This design comes from an exercise in tuning for small area on the open sky130 flow, not from production work.
Function was checked by simulation only, so behaviour that the tests miss may differ from the original.
The clock port is modelled as an ideal driver; clocking choices that lean on that would not hold on a real chip.
No activity file was given, so power comes from the tool's default toggle rates.

==> module bcdtc, before the edit <==
module bcdtc (
    input  wire       clk,
    input  wire       rst,
    input  wire       tick,
    input  wire       change_time,
    input  wire       up_down,
    output wire       ind,
    output wire [3:0] sel,
    output wire [3:0] digit
);
    function [3:0] d10_next(input [3:0] d, input up);
        begin
            d10_next[0] = ~d[0];
            if (up & d[0])
                d10_next[3:1] = {d[2], d[1], ~(d[3] | d[2])};
            else if (~up & ~d[0])
                d10_next[3:1] = {~(d[2] | d[1]), d[3], d[2]};
            else
                d10_next[3:1] = d[3:1];
        end
    endfunction
    function d10_is9(input [3:0] d);
        d10_is9 = d[0] & d[3] & ~d[2];
    endfunction
    function d10_is0(input [3:0] d);
        d10_is0 = ~d[0] & ~d[3] & ~d[1];
    endfunction
    function [3:0] d10_bcd(input [3:0] d);
        d10_bcd = {d[3] & ~d[2], d[2], d[2] ? d[3] : d[1], d[0]};
    endfunction
    function [2:0] d6_next(input [2:0] j, input up);
        d6_next = j ^ (up ? {j[0] & (j[2] | j[1]), j[0] & ~j[2], 1'b1}
                          : {~j[1] & ~j[0], ~j[0] & (j[2] | j[1]), 1'b1});
    endfunction
    function d6_is5(input [2:0] j);
        d6_is5 = j[2] & j[0];
    endfunction
    function d6_is0(input [2:0] j);
        d6_is0 = ~j[2] & ~j[1] & ~j[0];
    endfunction
    function [3:0] d6_bcd(input [2:0] j);
        d6_bcd = {1'b0, j};
    endfunction
    localparam [1:0] SEED_HT = 2'b11;       
    localparam [3:0] SEED_HU = 4'b0011;     
    localparam [2:0] SEED_MT = 3'd5;
    localparam [3:0] SEED_MU = 4'b1001;     
    localparam [2:0] SEED_ST = 3'd3;
    localparam [3:0] SEED_SU = 4'b0000;     
    reg [1:0] ht_n;
    wire [1:0] ht = ~ht_n;
    reg [3:0] hu_n;
    wire [3:0] hu = ~hu_n;
    reg [2:0] mt_n;
    wire [2:0] mt = ~mt_n;
    reg [3:0] mu_n;
    wire [3:0] mu = ~mu_n;
    reg [2:0] st_n;
    wire [2:0] st = ~st_n;
    reg [3:0] su_n;
    wire [3:0] su = ~su_n;
    reg [3:0] acc;
    reg       pct, pud, md;
    reg [1:0] pos;
    reg [3:0] ph;
    reg [2:0] snap0;
    reg [3:0] snap1;
    reg [2:0] snap2;
    reg [3:0] snap3;
    wire page = md & pct;
    wire dir  = ~md | pud;
    wire su_end = dir ? d10_is9(su) : d10_is0(su);
    wire st_end = dir ? d6_is5(st)  : d6_is0(st);
    wire mu_end = dir ? d10_is9(mu) : d10_is0(mu);
    wire mt_end = dir ? d6_is5(mt)  : d6_is0(mt);
    wire h_zero = d10_is0(hu) & ~ht[0];
    wire acc_last = d10_is9(acc);
    wire ms_end   = su_end & st_end & mu_end & mt_end;
    wire en0 = tick & acc_last & (dir | ~(ms_end & h_zero));
    wire en1 = en0 & su_end;
    wire en2 = en1 & st_end;
    wire en3 = en2 & mu_end;
    wire en4 = en0 & ms_end;
    wire h_wrap = dir & ht[1] & hu[0] & hu[1] & ~hu[2];     
    wire [3:0] hu_next = h_wrap ? 4'b0000 : d10_next(hu, dir);
    wire [1:0] ht_next = h_wrap ? 2'b00 :
                         dir ? (d10_is9(hu) ? {ht[0], 1'b1} : ht)
                             : (d10_is0(hu) ? {1'b0, ht[1]} : ht);
    always @(posedge clk) begin
        if (rst) begin
            acc <= 4'd0;
            ht_n <= ~(SEED_HT); hu_n <= ~(SEED_HU);
            mt_n <= ~(SEED_MT); mu_n <= ~(SEED_MU);
            st_n <= ~(SEED_ST); su_n <= ~(SEED_SU);
        end else begin
            if (tick) acc <= d10_next(acc, 1'b1);
            if (en0) su_n <= ~(d10_next(su, dir));
            if (en1) st_n <= ~(d6_next(st, dir));
            if (en2) mu_n <= ~(d10_next(mu, dir));
            if (en3) mt_n <= ~(d6_next(mt, dir));
            if (en4) begin
                hu_n <= ~(hu_next);
                ht_n <= ~(ht_next);
            end
        end
    end
    always @(posedge clk) begin
        pct <= change_time;
        pud <= up_down;
        md  <= ~rst & (md | (change_time ^ pct) | (up_down ^ pud));
    end
    wire ph_off = ph[0] & ph[3];
    wire ph_in  = (~ph[2] & ~ph[3]) | (~ph[1] & ph[2] & ph[3]);
    wire load = ph_off & (&pos);
    always @(posedge clk) begin
        if (rst) begin
            pos <= 2'd0;
            ph  <= 4'd2;
            snap0 <= SEED_MT; snap1 <= SEED_MU; snap2 <= SEED_ST; snap3 <= SEED_SU;
        end else begin
            ph <= {ph[2:0], ph_in};
            if (ph_off) pos <= pos + 2'd1;
            if (load) begin
                if (page) begin
                    snap0 <= {1'b0, ht[1], ht[0] & ~ht[1]}; snap1 <= hu; snap2 <= mt; snap3 <= mu;
                end else begin
                    snap0 <= mt; snap1 <= mu; snap2 <= st; snap3 <= su;
                end
            end
        end
    end
    wire hold = ~ph_off & ~(~ph[0] & ph[1] & ~ph[3]);
    wire [3:0] d_odd  = pos[1] ? snap3 : snap1;
    wire [2:0] d_even = pos[1] ? snap2 : snap0;
    assign ind   = dir;
    assign sel   = {4{hold}} & {pos[1] & pos[0], pos[1] & ~pos[0], ~pos[1] & pos[0], ~pos[1] & ~pos[0]};
    assign digit = pos[0] ? d10_bcd(d_odd) : d6_bcd(d_even);
endmodule
Settings: LEC_CHECK=0, ABC_AREA=1, CAP_MARGIN=20, CORE_MARGIN=2, CORE_UTILIZATION=40, GPL_TIMING_DRIVEN=0, PLACE_DENSITY=0.9, SLEW_MARGIN=20; clock period 10.0 ns.
standard.sh (not shown) runs the stock make flow with config.mk's settings and CLKGATE_MAP_FILE= SYNTH_SCRIPT=/design/flow/synth_recipe.tcl, a recipe that flattens the netlist after the stock synthesis.
==> flow/flow/run.sh <==
#!/bin/bash
# Own layout flow:
#  1. the standard synthesis (standard.sh synth), unchanged;
#  2. its combinational logic re-mapped for area with the ABC scripts
#     flow/area*.abc (deepsyn with several seeds, then amap), run side by
#     side; the smallest netlist is kept. The registers and their names are
#     kept as they are;
#  3. the standard layout of that netlist, with 1x buffers on the
#     ports, no dummy clock loads and the clock tree's root buffer (which
#     drives only the leaf buffers) sized down.
# Each tool's output goes to a log file of its own in this folder.
set -euo pipefail
W=$(pwd)
R=$W/orfs/results/$FLOW_PLATFORM/bcdtc/base
LIB=$FLOW_HOME/platforms/$FLOW_PLATFORM/lib/sky130_fd_sc_hd__tt_025C_1v80.lib
YOSYS=$(command -v yosys || echo "$FLOW_HOME/../tools/install/yosys/bin/yosys")
JOBS=${NUM_CORES:-4}

bash standard.sh synth > "$W/flow_1_synth.log" 2>&1
cp "$R/1_2_yosys.v" "$W/1_2_yosys_standard.v"

remap() {
  local i=$1
  sed -e "s#@LIB@#$LIB#g" -e "s#@TOP@#$FLOW_TOP#g" \
      -e "s#@IN@#$W/1_2_yosys_standard.v#" -e "s#@OUT@#$W/1_2_yosys_remap$i.v#" \
      -e "s#@ABC@#$W/flow/area$i.abc#" -e "s#@STAT@#$W/remap_stat$i.txt#" \
      flow/remap.ys > "$W/remap$i.ys"
  "$YOSYS" -s "$W/remap$i.ys" > "$W/flow_2_remap$i.log" 2>&1 || true
}
n=0
for f in flow/area*.abc; do
  i=$(basename "$f" .abc); i=${i#area}
  remap "$i" &
  n=$((n + 1))
  if [ $((n % JOBS)) -eq 0 ]; then wait; fi
done
wait
best=""; best_area=""
for f in flow/area*.abc; do
  i=$(basename "$f" .abc); i=${i#area}
  [ -f "$W/remap_stat$i.txt" ] && [ -f "$W/1_2_yosys_remap$i.v" ] || continue
  a=$(grep -m1 "Chip area" "$W/remap_stat$i.txt" | awk '{print $NF}')
  [ -n "$a" ] || continue
  echo "script $i: area $a" >> "$W/flow_2_remap.log"
  if [ -z "$best" ] || awk "BEGIN{exit !($a < $best_area)}"; then best=$i; best_area=$a; fi
done
echo "remap: kept script $best, area $best_area" >> "$W/flow_2_remap.log"

cp "$W/1_2_yosys_remap$best.v" "$R/1_2_yosys.v"
rm -f "$R/1_synth.odb" "$R/1_synth.sdc"
bash standard.sh "BUFFER_PORTS_ARGS=-buffer_cell sky130_fd_sc_hd__buf_1" \
    "CTS_ARGS=-sink_clustering_enable -repair_clock_nets -dont_use_dummy_load" \
    "POST_CTS_TCL=$W/flow/cts_post.tcl" "CTS_ROOT_BUF=sky130_fd_sc_hd__clkbuf_4" "CTS_LEAF_BUF=sky130_fd_sc_hd__clkbuf_4" "CTS_LEAF_SLEW=0.112" finish \
    > "$W/flow_3_layout.log" 2>&1
test -f out/final.def
Other scripts of this flow, unchanged in this note and not shown: flow/flow/area1.abc, flow/flow/area2.abc, flow/flow/area3.abc, flow/flow/area4.abc, flow/flow/area5.abc, flow/flow/area6.abc, flow/flow/area7.abc, flow/flow/area8.abc, flow/flow/area9.abc, flow/flow/cts_post.tcl, flow/flow/remap.ys
==> next run, changes <==
--- a/flow/design.v
+++ b/flow/design.v
@@ -48,16 +48,10 @@
     localparam [2:0] SEED_ST = 3'd3;
     localparam [3:0] SEED_SU = 4'b0000;     
-    reg [1:0] ht_n;
-    wire [1:0] ht = ~ht_n;
-    reg [3:0] hu_n;
-    wire [3:0] hu = ~hu_n;
-    reg [2:0] mt_n;
-    wire [2:0] mt = ~mt_n;
-    reg [3:0] mu_n;
-    wire [3:0] mu = ~mu_n;
-    reg [2:0] st_n;
-    wire [2:0] st = ~st_n;
-    reg [3:0] su_n;
-    wire [3:0] su = ~su_n;
+    reg [1:0] ht;
+    reg [3:0] hu;
+    reg [2:0] mt;
+    reg [3:0] mu;
+    reg [2:0] st;
+    reg [3:0] su;
     reg [3:0] acc;
     reg       pct, pud, md;
@@ -90,16 +84,16 @@
         if (rst) begin
             acc <= 4'd0;
-            ht_n <= ~(SEED_HT); hu_n <= ~(SEED_HU);
-            mt_n <= ~(SEED_MT); mu_n <= ~(SEED_MU);
-            st_n <= ~(SEED_ST); su_n <= ~(SEED_SU);
+            ht <= SEED_HT; hu <= SEED_HU;
+            mt <= SEED_MT; mu <= SEED_MU;
+            st <= SEED_ST; su <= SEED_SU;
         end else begin
             if (tick) acc <= d10_next(acc, 1'b1);
-            if (en0) su_n <= ~(d10_next(su, dir));
-            if (en1) st_n <= ~(d6_next(st, dir));
-            if (en2) mu_n <= ~(d10_next(mu, dir));
-            if (en3) mt_n <= ~(d6_next(mt, dir));
+            if (en0) su <= d10_next(su, dir);
+            if (en1) st <= d6_next(st, dir);
+            if (en2) mu <= d10_next(mu, dir);
+            if (en3) mt <= d6_next(mt, dir);
             if (en4) begin
-                hu_n <= ~(hu_next);
-                ht_n <= ~(ht_next);
+                hu <= hu_next;
+                ht <= ht_next;
             end
         end
=> The changed run went through all stages and came out clean; die area stays flat; worst hold slack improved by 15 ps; power went down slightly; wire length is higher by a few percent; global-route usage increases by 0.72 points; area after synthesis barely changes; design area is about the same; utilization barely changes; combinational power stays flat; setup slack loses 62 ps; via count goes up by a few percent; count of clock-buffer cells in the layout stays the same.

what the ideal ports hide:
The flow's constraints put no driver on any port. The routed layouts listed below were extracted and timed again, unchanged, in two steps. Step 1 (the two cells are an assumption about what drives the block):
set clk [get_ports {clk}]
set_driving_cell -lib_cell sky130_fd_sc_hd__clkbuf_16 $clk
set_driving_cell -lib_cell sky130_fd_sc_hd__buf_2 [delete_from_list [all_inputs] $clk]
Step 2 times the ports against the registers' clock, not the clock port: input delays grow and output delays shrink by t, the midpoint of the rising clock arrivals with the driver on. a / b / c = ideal ports / drivers / drivers and shift; a / b = the first two.
run | shift t [ns] | slack for setup (ns) | worst setup path after step 2 | latest minus earliest clock arrival (ns) | cell pins on the clock port's net
the first run | 0.367 | 5.025 / 5.026 / 4.659 | input to register | 0.033 / 0.034 | 1
the second run | 0.377 | 4.963 / 4.965 / 4.588 | input to register | 0.024 / 0.024 | 1
After both steps every run listed still meets setup and hold. For the second run, which loses most, drivers alone change the setup slack by +0.002 ns; drivers and shift together by -0.375 ns.
